What follows belongs to an exercise in optimizing a design on an open flow for small area; a production flow would make more cautious choices.
Only simulation tests tie the RTL to the original design; equivalence was not proved.
The clock input has no modelled driver; a real chip could not lean on it and would need a root buffer or a full tree.
Power is estimated from default activity; no workload was simulated.

Setup of run Z:
## crc8u
module crc8u (
  input  wire       clk,
  input  wire       rst,
  input  wire [1:0] op,
  input  wire [7:0] din,
  output reg  [7:0] crc,     
  output wire       zero,    
  output wire       eq       
);
Size: about 8 flip-flops, roughly 22 I/O pins, roughly 530 µm² of cells after synthesis.
==> module crc8u_and3b, before the edit <==
module crc8u_and3b (input wire an, b, c, output wire y); assign y = ~an & b & c; endmodule
==> module crc8u, before the edit <==
module crc8u (
  input  wire       clk,
  input  wire       rst,
  input  wire [1:0] op,
  input  wire [7:0] din,
  output reg  [7:0] crc,     
  output wire       zero,    
  output wire       eq       
);
  wire [7:0] x, nv, f, nxt;
  wire start, upd, hold;
  crc8u_and3b u_start (.an(rst), .b(op[1]), .c(op[0]), .y(start));
  crc8u_nor3b u_upd   (.a(op[0]), .b(rst), .cn(op[1]), .y(upd));
  crc8u_nor3  u_hold  (.a(op[1]), .b(op[0]), .c(rst), .y(hold));
  genvar i;
  generate
    for (i = 0; i < 8; i = i + 1) begin : g_bit
      crc8u_xor2  u_x   (.a(crc[i]), .b(din[i]), .y(x[i]));
      crc8u_a22oi u_v   (.a1(start), .a2(din[i]), .b1(upd), .b2(x[i]), .y(nv[i]));
      crc8u_a21o  u_nxt (.a1(hold), .a2(crc[i]), .b1(f[i]), .y(nxt[i]));
    end
  endgenerate
  wire t0;
  crc8u_xor2 u_t0 (.a(nv[4]), .b(nv[7]), .y(t0));
  wire t1;
  crc8u_xor2 u_t1 (.a(nv[1]), .b(nv[2]), .y(t1));
  wire t2;
  crc8u_xor2 u_t2 (.a(t0), .b(t1), .y(t2));
  wire t3;
  crc8u_xnor2 u_t3 (.a(nv[0]), .b(t2), .y(t3));
  wire t4;
  crc8u_xor2 u_t4 (.a(nv[6]), .b(t3), .y(t4));
  wire t5;
  crc8u_xor2 u_t5 (.a(nv[4]), .b(t4), .y(t5));
  wire t6;
  crc8u_xnor2 u_t6 (.a(nv[5]), .b(t5), .y(t6));
  wire t7;
  crc8u_xor2 u_t7 (.a(nv[3]), .b(t5), .y(t7));
  wire t8;
  crc8u_xor2 u_t8 (.a(nv[0]), .b(t7), .y(t8));
  wire t9;
  crc8u_xnor2 u_t9 (.a(nv[1]), .b(t6), .y(t9));
  wire t10;
  crc8u_xor2 u_t10 (.a(nv[7]), .b(t4), .y(t10));
  wire t11;
  crc8u_xor2 u_t11 (.a(nv[2]), .b(t7), .y(t11));
  wire t12;
  crc8u_xor2 u_t12 (.a(nv[6]), .b(t8), .y(t12));
  wire t13;
  crc8u_xor2 u_t13 (.a(nv[5]), .b(t12), .y(t13));
  assign f[0] = t11;
  assign f[1] = t2;
  assign f[2] = t6;
  assign f[3] = t8;
  assign f[4] = t10;
  assign f[5] = t13;
  assign f[6] = t3;
  assign f[7] = t9;
  always @(posedge clk)
    crc <= nxt;
  crc8u_nor8 u_zero (.a(crc), .y(zero));
  crc8u_nor8 u_eq   (.a(x),   .y(eq));
endmodule
clock: 10.0 ns
lec_check: 0
cap_margin: 20
core_area: 5 5 65 65
cts_buf_list: sky130_fd_sc_hd__clkbuf_2
cts_cluster_diameter: 100
cts_cluster_size: 8
die_area: 0 0 70 70
slew_margin: 20
synth_hierarchical: 1
synth_minimum_keep_size: 0
standard.sh (not shown) runs the stock make flow with config.mk's settings and CLKGATE_MAP_FILE= SYNTH_SCRIPT=/design/flow/synth_recipe.tcl, a recipe that flattens the netlist after the stock synthesis.
==> flow/flow/run.sh <==
#!/bin/bash
# The standard layout, with these changes:
#  - ABC sizes gates for a small load (each gate is its own module in the RTL,
#    so the default 5 fF module-output load oversizes them),
#  - ports are buffered with buf_1,
#  - the clock tree CTS builds is collapsed to a single clkbuf_4 that drives
#    all eight flip-flops (flow/onebuf.tcl).
# make's output goes to standard*.log; each ORFS tool's log is under orfs/logs/.
set -euo pipefail
ARGS=(ABC_LOAD_IN_FF=0.5 'BUFFER_PORTS_ARGS=-buffer_cell sky130_fd_sc_hd__buf_1')
bash standard.sh "${ARGS[@]}" cts > standard_cts.log 2>&1
ODB=orfs/results/sky130hd/crc8u/base/4_cts.odb
cp $ODB orfs/results/sky130hd/crc8u/base/4_cts_tree.odb
IN_ODB=orfs/results/sky130hd/crc8u/base/4_cts_tree.odb OUT_ODB=$ODB \
  ROOT_MASTER=sky130_fd_sc_hd__clkbuf_4 \
  openroad -no_init -exit flow/onebuf.tcl > onebuf.log 2>&1
bash standard.sh "${ARGS[@]}" finish > standard_finish.log 2>&1
==> flow/flow/onebuf.tcl <==
# Collapse the clock tree to its root buffer: the leaf buffers CTS built are
# removed and their sinks are driven by the root buffer directly.
read_db $::env(IN_ODB)
set block [ord::get_db_block]
set root [$block findInst clkbuf_0_clk]
if {$root == "NULL"} { error "no root clock buffer" }
set rootnet [[$root findITerm X] getNet]
set leaves {}
foreach it [$rootnet getITerms] {
  set inst [$it getInst]
  if {$inst != $root && [string match "*clkbuf*" [[$inst getMaster] getName]]} { lappend leaves $inst }
}
foreach leaf $leaves {
  set lnet [[$leaf findITerm X] getNet]
  foreach it [$lnet getITerms] {
    if {[$it getInst] == $leaf} continue
    $it disconnect
    $it connect $rootnet
  }
  puts "removing [$leaf getName]"
  [$leaf findITerm A] disconnect
  [$leaf findITerm X] disconnect
  odb::dbInst_destroy $leaf
  odb::dbNet_destroy $lnet
}
if {[info exists ::env(ROOT_MASTER)]} { $root swapMaster [[ord::get_db] findMaster $::env(ROOT_MASTER)] }
# place the root buffer at the centroid of its sinks, then legalize
set sx 0; set sy 0; set n 0
foreach it [$rootnet getITerms] {
  set inst [$it getInst]
  if {$inst == $root} continue
  set bb [$inst getBBox]
  incr sx [expr {([$bb xMin] + [$bb xMax]) / 2}]
  incr sy [expr {([$bb yMin] + [$bb yMax]) / 2}]
  incr n
}
$root setPlacementStatus PLACED
$root setLocation [expr {$sx / $n}] [expr {$sy / $n}]
detailed_placement
check_placement -verbose
puts "clock sinks on root: $n"
write_db $::env(OUT_ODB)
Run Z finished every stage and its layout cleared the timing, design-rule and antenna checks.
Changes in run X relative to run Z:
--- a/flow/design.v
+++ b/flow/design.v
@@ -4,9 +4,10 @@
 module crc8u_a21o  (input wire a1, a2, b1, output wire y); assign y = (a1 & a2) | b1; endmodule
 module crc8u_nor8  (input wire [7:0] a, output wire y); assign y = ~|a; endmodule
 module crc8u_nor3  (input wire a, b, c, output wire y); assign y = ~(a | b | c); endmodule
 module crc8u_nor3b (input wire a, b, cn, output wire y); assign y = ~(a | b | ~cn); endmodule
-module crc8u_and3b (input wire an, b, c, output wire y); assign y = ~an & b & c; endmodule
+module crc8u_nand2 (input wire a, b, output wire y); assign y = ~(a & b); endmodule
+module crc8u_nor2  (input wire a, b, output wire y); assign y = ~(a | b); endmodule
 module crc8u (
   input  wire       clk,
   input  wire       rst,
   input  wire [1:0] op,
@@ -16,9 +17,11 @@
   output wire       eq       
 );
   wire [7:0] x, nv, f, nxt;
   wire start, upd, hold;
-  crc8u_and3b u_start (.an(rst), .b(op[1]), .c(op[0]), .y(start));
+  wire nop11;
+  crc8u_nand2 u_op11  (.a(op[1]), .b(op[0]), .y(nop11));
+  crc8u_nor2  u_start (.a(nop11), .b(rst), .y(start));
   crc8u_nor3b u_upd   (.a(op[0]), .b(rst), .cn(op[1]), .y(upd));
   crc8u_nor3  u_hold  (.a(op[1]), .b(op[0]), .c(rst), .y(hold));
   genvar i;
   generate
--- outcome ---
Run X: done, clean on timing, DRC and antenna. Cell-internal power: run Z vs run X, no meaningful difference. Run X vs. run Z: synthesized cell count went up by 1. Run X vs. run Z: starting density of the core has remained practically unchanged; arrival time of data at the critical path endpoint has decreased; area after synthesis has remained practically unchanged. Run X -> run Z: total non-filler cell area in the finished layout flat. What run Z reported for final weighted congestion in routability-driven placement has to be multiplied by 1.08 to get the figure for run X. ~same part of the Yosys area used for sequential elements in run X and run Z.

[separate check: timing with driven ports]
No port has a modelled driver above. Below, the same layouts with a new extraction and two added sets of constraints.
Step 1, drivers: a clkbuf_16 drives clk and a buf_2 each remaining input, both assumed.
Step 2, shift: input delay + t, output delay - t, t = (earliest + latest rising clock arrival at the registers) / 2. This alone moves slack from input paths to output paths.
a / b / c = ideal / step 1 / step 2; a / b = the first two.
run | shift t [ns] | setup slack, ns | hold WS [ns] | cell pins on the clock port's net
run Z | 0.176 | 4.590 / 4.579 / 4.403 | 0.529 / 0.529 / 0.529 | 1
run X | 0.171 | 4.641 / 4.635 / 4.465 | 0.536 / 0.536 / 0.536 | 1
After both steps every run listed still meets setup and hold. For run Z, which loses most, drivers alone change the setup slack by -0.011 ns; drivers and shift together by -0.187 ns.
